This is an optimization exercise on Yosys and OpenROAD, whose aim is small area, a short achievable clock period and few clock cycles, not a production implementation. At most, simulation tests tie the RTL to the original design; equivalence was not proved. No activity file was given, so power comes from the tool's default toggle rates.

Setup of rev 12:
==> flow/design.v (excerpt) <==
module rk_gpio (
    input              clk,
    input              rst,
    input              cmd_valid,
    output             cmd_ready,
    input      [31:0]  cmd_desc,
    input      [31:0]  cmd_data,
    output             rsp_valid,
    output     [2:0]   rsp_status,
    output     [31:0]  rsp_data,
    output             disp_valid,
    output     [7:0]   disp_irq,
    output             disp_exit,
    input      [63:0]  pad_in,
    output     [63:0]  pad_out,
    output     [63:0]  pad_oe,
    output     [63:0]  pull_en,
    output     [1:0]   bank_irq
);
clock: 10.0 ns
lec_check: 0
cap_margin: 20
core_margin: 2
core_utilization: 55
cts_buf_list: sky130_fd_sc_hd__clkbuf_16
cts_cluster_diameter: 100
cts_cluster_size: 20
slew_margin: 20
standard.sh (not shown) runs the stock make flow with config.mk's settings and CLKGATE_MAP_FILE= SYNTH_SCRIPT=/design/flow/synth_recipe.tcl, a recipe that flattens the netlist after the stock synthesis.
==> flow/flow/run.sh <==
#!/bin/bash
# The standard layout (the standard.sh, unchanged synthesis), with a timing
# repair target below the clock period, port buffers that are plain buffers,
# and cell sizing not held to the same footprint.
set -euo pipefail
bash standard.sh synth > synth.log 2>&1
bash standard.sh SETUP_SLACK_MARGIN=6.7 MATCH_CELL_FOOTPRINT=0 \
    "BUFFER_PORTS_ARGS=-buffer_cell sky130_fd_sc_hd__buf_1" finish > layout.log 2>&1
[rev 12] flow finished | final checks: failed | reasons: max-capacitance violations, max-slew violations
Input changes introduced in rev 13 (baseline for comparison: rev 12):
# rev 12
export LEC_CHECK = 0
export CAP_MARGIN = 20
export CORE_MARGIN = 2
export CORE_UTILIZATION = 55
export CTS_BUF_LIST = sky130_fd_sc_hd__clkbuf_16
export CTS_CLUSTER_DIAMETER = 100
export CTS_CLUSTER_SIZE = 20
export SLEW_MARGIN = 20
create_clock -name core_clock -period 10.0 [get_ports {clk}]
# rev 13
export LEC_CHECK = 0
export CAP_MARGIN = 30
export CORE_MARGIN = 2
export CORE_UTILIZATION = 55
export CTS_BUF_LIST = sky130_fd_sc_hd__clkbuf_16
export CTS_CLUSTER_DIAMETER = 100
export CTS_CLUSTER_SIZE = 20
export SLEW_MARGIN = 30
create_clock -name core_clock -period 10.0 [get_ports {clk}]
==> comparison <==
Rev 13 | status: complete | timing, DRC, antenna: pass
Per the comparison of rev 13 with rev 12, switching share of power now sits lower, wire length barely changed, worst hold slack down 0.024 ns.
Rev 13: share of final layout cell area taken by non-clock buffers is 0.28 points higher than what rev 12 reported.
Re overall power: rev 13 is 27 uW down on rev 12.
Diff rev 13..rev 12 | number of nets in the synthesized netlist | unchanged
Comparing rev 13 with rev 12, the antenna diode instance count came out essentially unchanged.
Rev 12 has a higher worst setup slack after placement than rev 13.
Function was not checked in any run of this note: the RTL went through the layout flow alone.


## run 1
Another version of the RTL of rk_gpio (not shown whole).
Size in the first run: roughly 4,500 cells after synthesis, about 900 flip-flops, ~370 I/O pins, ~45,000 um2 of cells after synthesis.
clock: 10.0 ns
lec_check: 0
cap_margin: 20
core_margin: 2
core_utilization: 50
cts_buf_list: sky130_fd_sc_hd__clkbuf_16
cts_cluster_diameter: 100
cts_cluster_size: 24
slew_margin: 20
==> flow/flow/run.sh <==
#!/bin/bash
# The standard layout (the standard.sh, unchanged synthesis), with a timing
# repair target below the clock period, port buffers that are plain buffers,
# and cell sizing not held to the same footprint.
set -euo pipefail
bash standard.sh synth > synth.log 2>&1
bash standard.sh SETUP_SLACK_MARGIN=6.5 MATCH_CELL_FOOTPRINT=0 \
    "BUFFER_PORTS_ARGS=-buffer_cell sky130_fd_sc_hd__buf_2" finish > layout.log 2>&1
Run 1 ran to completion and came out clean on the timing, design-rule and antenna checks.
Testbench counts of run 1, summed over its fixed seeds: cycles 5,593.
Inputs modified between run 1 and run 2:
- CTS_CLUSTER_SIZE: 24 -> 20
- CAP_MARGIN: 20 -> 10
- SLEW_MARGIN: 20 -> 10
--- a/flow/flow/run.sh
+++ b/flow/flow/run.sh
@@ -5,4 +5,4 @@
 set -euo pipefail
 bash standard.sh synth > synth.log 2>&1
-bash standard.sh SETUP_SLACK_MARGIN=6.5 MATCH_CELL_FOOTPRINT=0 \
-    "BUFFER_PORTS_ARGS=-buffer_cell sky130_fd_sc_hd__buf_2" finish > layout.log 2>&1
+bash standard.sh SETUP_SLACK_MARGIN=6.5 MATCH_CELL_FOOTPRINT=0 RECOVER_POWER=100 \
+    "BUFFER_PORTS_ARGS=-buffer_cell sky130_fd_sc_hd__buf_1" finish > layout.log 2>&1
Findings:
The final report for run 2 shows a completed flow and a layout that fails verification, specifically max-capacitance violations, max-slew violations.
Between run 2 and run 1, the DRC violation count after routing does not differ in any meaningful way.
From run 1 to run 2 the numbers moved as follows: minimum setup slack after placement dropped 0.041 ns, met3 track demand over resource in global routing -2.7 points.
[compare] base=run 1 new=run 2: wire length picked up an extra 1.0%; design area went down 770 um2; number of vias per cell after detailed routing essentially unchanged; core occupancy in the finished layout went down 0.87 points.
--- input diff run 2..run 3 ---
- changing CTS_CLUSTER_DIAMETER from 100 to 60
- changing CAP_MARGIN from 10 to 20
- changing SLEW_MARGIN from 10 to 20
- changing CTS_CLUSTER_SIZE from 20 to 12
- changing CTS_BUF_LIST from sky130_fd_sc_hd__clkbuf_16 to sky130_fd_sc_hd__clkbuf_8
--- a/flow/flow/run.sh
+++ b/flow/flow/run.sh
@@ -5,4 +5,4 @@
 set -euo pipefail
 bash standard.sh synth > synth.log 2>&1
-bash standard.sh SETUP_SLACK_MARGIN=6.5 MATCH_CELL_FOOTPRINT=0 RECOVER_POWER=100 \
-    "BUFFER_PORTS_ARGS=-buffer_cell sky130_fd_sc_hd__buf_1" finish > layout.log 2>&1
+bash standard.sh SETUP_SLACK_MARGIN=6.5 MATCH_CELL_FOOTPRINT=0 \
+    "BUFFER_PORTS_ARGS=-buffer_cell sky130_fd_sc_hd__buf_2" finish > layout.log 2>&1
--- outcome ---
- Of run 3 and run 2, the run reporting the higher met1 global-route usage was run 2.
- Slowest cell on the critical path: edfxtp_1 -> run 3, clkbuf_1 -> run 2
- Going from run 2 to run 3, highest net fanout along the worst path shrinks by 40.
- The combinational power of run 3 and that of run 2 are within noise of each other.
- [flow] run 2 | stages: complete | final checks: fail | reason: max-capacitance violations, max-slew violations
- Both conditions hold for run 3: the flow ran to the end and the final layout passed the timing, design-rule and antenna checks.
- Run 3: combinational share of power lower than run 2
- Run 3 vs run 2: share of the clock period used by the worst path down
- Compared with run 2, run 3 ends up with more cell area.
- Run 2 and run 3 ended up with roughly the same multiplexer share of the synthesized area.
- Run 3 against run 2: worst setup slack picked up an extra 3.33 ns, stage delay of the slowest cell on the critical path lost 2.38 ns.
Edits applied to the flow inputs when going from run 3 to run 4:
- a change of CTS_CLUSTER_DIAMETER from 60 to 100
- a change of CTS_BUF_LIST from sky130_fd_sc_hd__clkbuf_8 to sky130_fd_sc_hd__clkbuf_16
- a change of CTS_CLUSTER_SIZE from 12 to 20
- an added TNS_END_PERCENT of 0
==> comparison <==
- Re first-iteration DRC count: run 3 was higher than run 4.
- Run 4 against run 3: leakage dissipation shrank by 2.8%, number of detailed-route iterations in the first pass saw an increase, minimum setup slack in the final design went down by 0.075 ns, portion of total power attributed to combinational logic climbed 0.3 points, via count shrank by 974.
- Compared with run 3, in run 4 met3 layer usage reported by global route up 1.2 points; area of all placed cells without fillers down about 2%; maximum frequency down about 2%; core utilization down 1.1 points.
#### Input delta (run 5 over run 4)
- SLEW_MARGIN now 10, was 20
- CAP_MARGIN now 10, was 20
- TNS_END_PERCENT no longer set, was 0
--- a/flow/flow/run.sh
+++ b/flow/flow/run.sh
@@ -5,4 +5,4 @@
 set -euo pipefail
 bash standard.sh synth > synth.log 2>&1
-bash standard.sh SETUP_SLACK_MARGIN=6.5 MATCH_CELL_FOOTPRINT=0 \
-    "BUFFER_PORTS_ARGS=-buffer_cell sky130_fd_sc_hd__buf_2" finish > layout.log 2>&1
+bash standard.sh SETUP_SLACK_MARGIN=6.2 MATCH_CELL_FOOTPRINT=0 \
+    "BUFFER_PORTS_ARGS=-buffer_cell sky130_fd_sc_hd__buf_1" finish > layout.log 2>&1
### Flow results
- Run 5 ended with less transition time at the pin with the least slew margin than run 4.
- Fraction of cell area in non-clock buffers is lower on run 5
- Diff run 5 and run 4: aggregate routed wire length higher in run 4
- Number of buffers inserted to repair setup after CTS down 8 in run 5 wrt run 4
- Via count grows slightly when moving from run 4 to run 5.
- Run 5 vs run 4, ratio of total power to cell area went up by 0.66%.
- Any difference in net count of the finished layout between run 4 and run 5 is small enough to ignore.
- When the final numbers for run 5 and run 4 were put side by side, the number of antenna violations at the first check in global routing turned out to be smaller in run 5.

-- re-timing with driven ports --
The results above use ideal ports. As a check the final layouts listed here were re-extracted and re-timed, cells and wires unchanged. Step 1 (the two cells are an assumption about what drives the block):
set clk [get_ports {clk}]
set_driving_cell -lib_cell sky130_fd_sc_hd__clkbuf_16 $clk
set_driving_cell -lib_cell sky130_fd_sc_hd__buf_2 [delete_from_list [all_inputs] $clk]
Step 2 moves the port delays by t, midway between the first and last clock arrival at a register: inputs arrive t later, outputs are due t later. That takes back most of the time a late clock gives input paths. a / b / c = no drivers / after step 1 / after step 2; a / b = the first two.
| run | t, ns | setup slack, ns | worst setup path after step 2 | worst slew at a driven data input, ns |
|---|---|---|---|---|
| rev 12 | 0.738 | 6.537 / 6.504 / 6.128 | input to register | 0.04 |
| rev 13 | 0.734 | 6.521 / 6.485 / 6.105 | input to register | 0.04 |
| run 1 | 0.732 | 6.439 / 6.432 / 6.013 | input to register | 0.12 |
| run 2 | 0.748 | 3.035 / 3.035 / 3.035 | register to register | 0.06 |
| run 3 | 0.893 | 6.364 / 6.290 / 5.885 | input to register | 0.13 |
| run 4 | 0.776 | 6.289 / 6.289 / 5.854 | input to register | 0.05 |
| run 5 | 0.752 | 6.116 / 6.116 / 5.820 | input to register | 0.04 |
The setup slack of run 3, which loses most, moves by -0.074 ns with the drivers and by -0.479 ns with both steps.
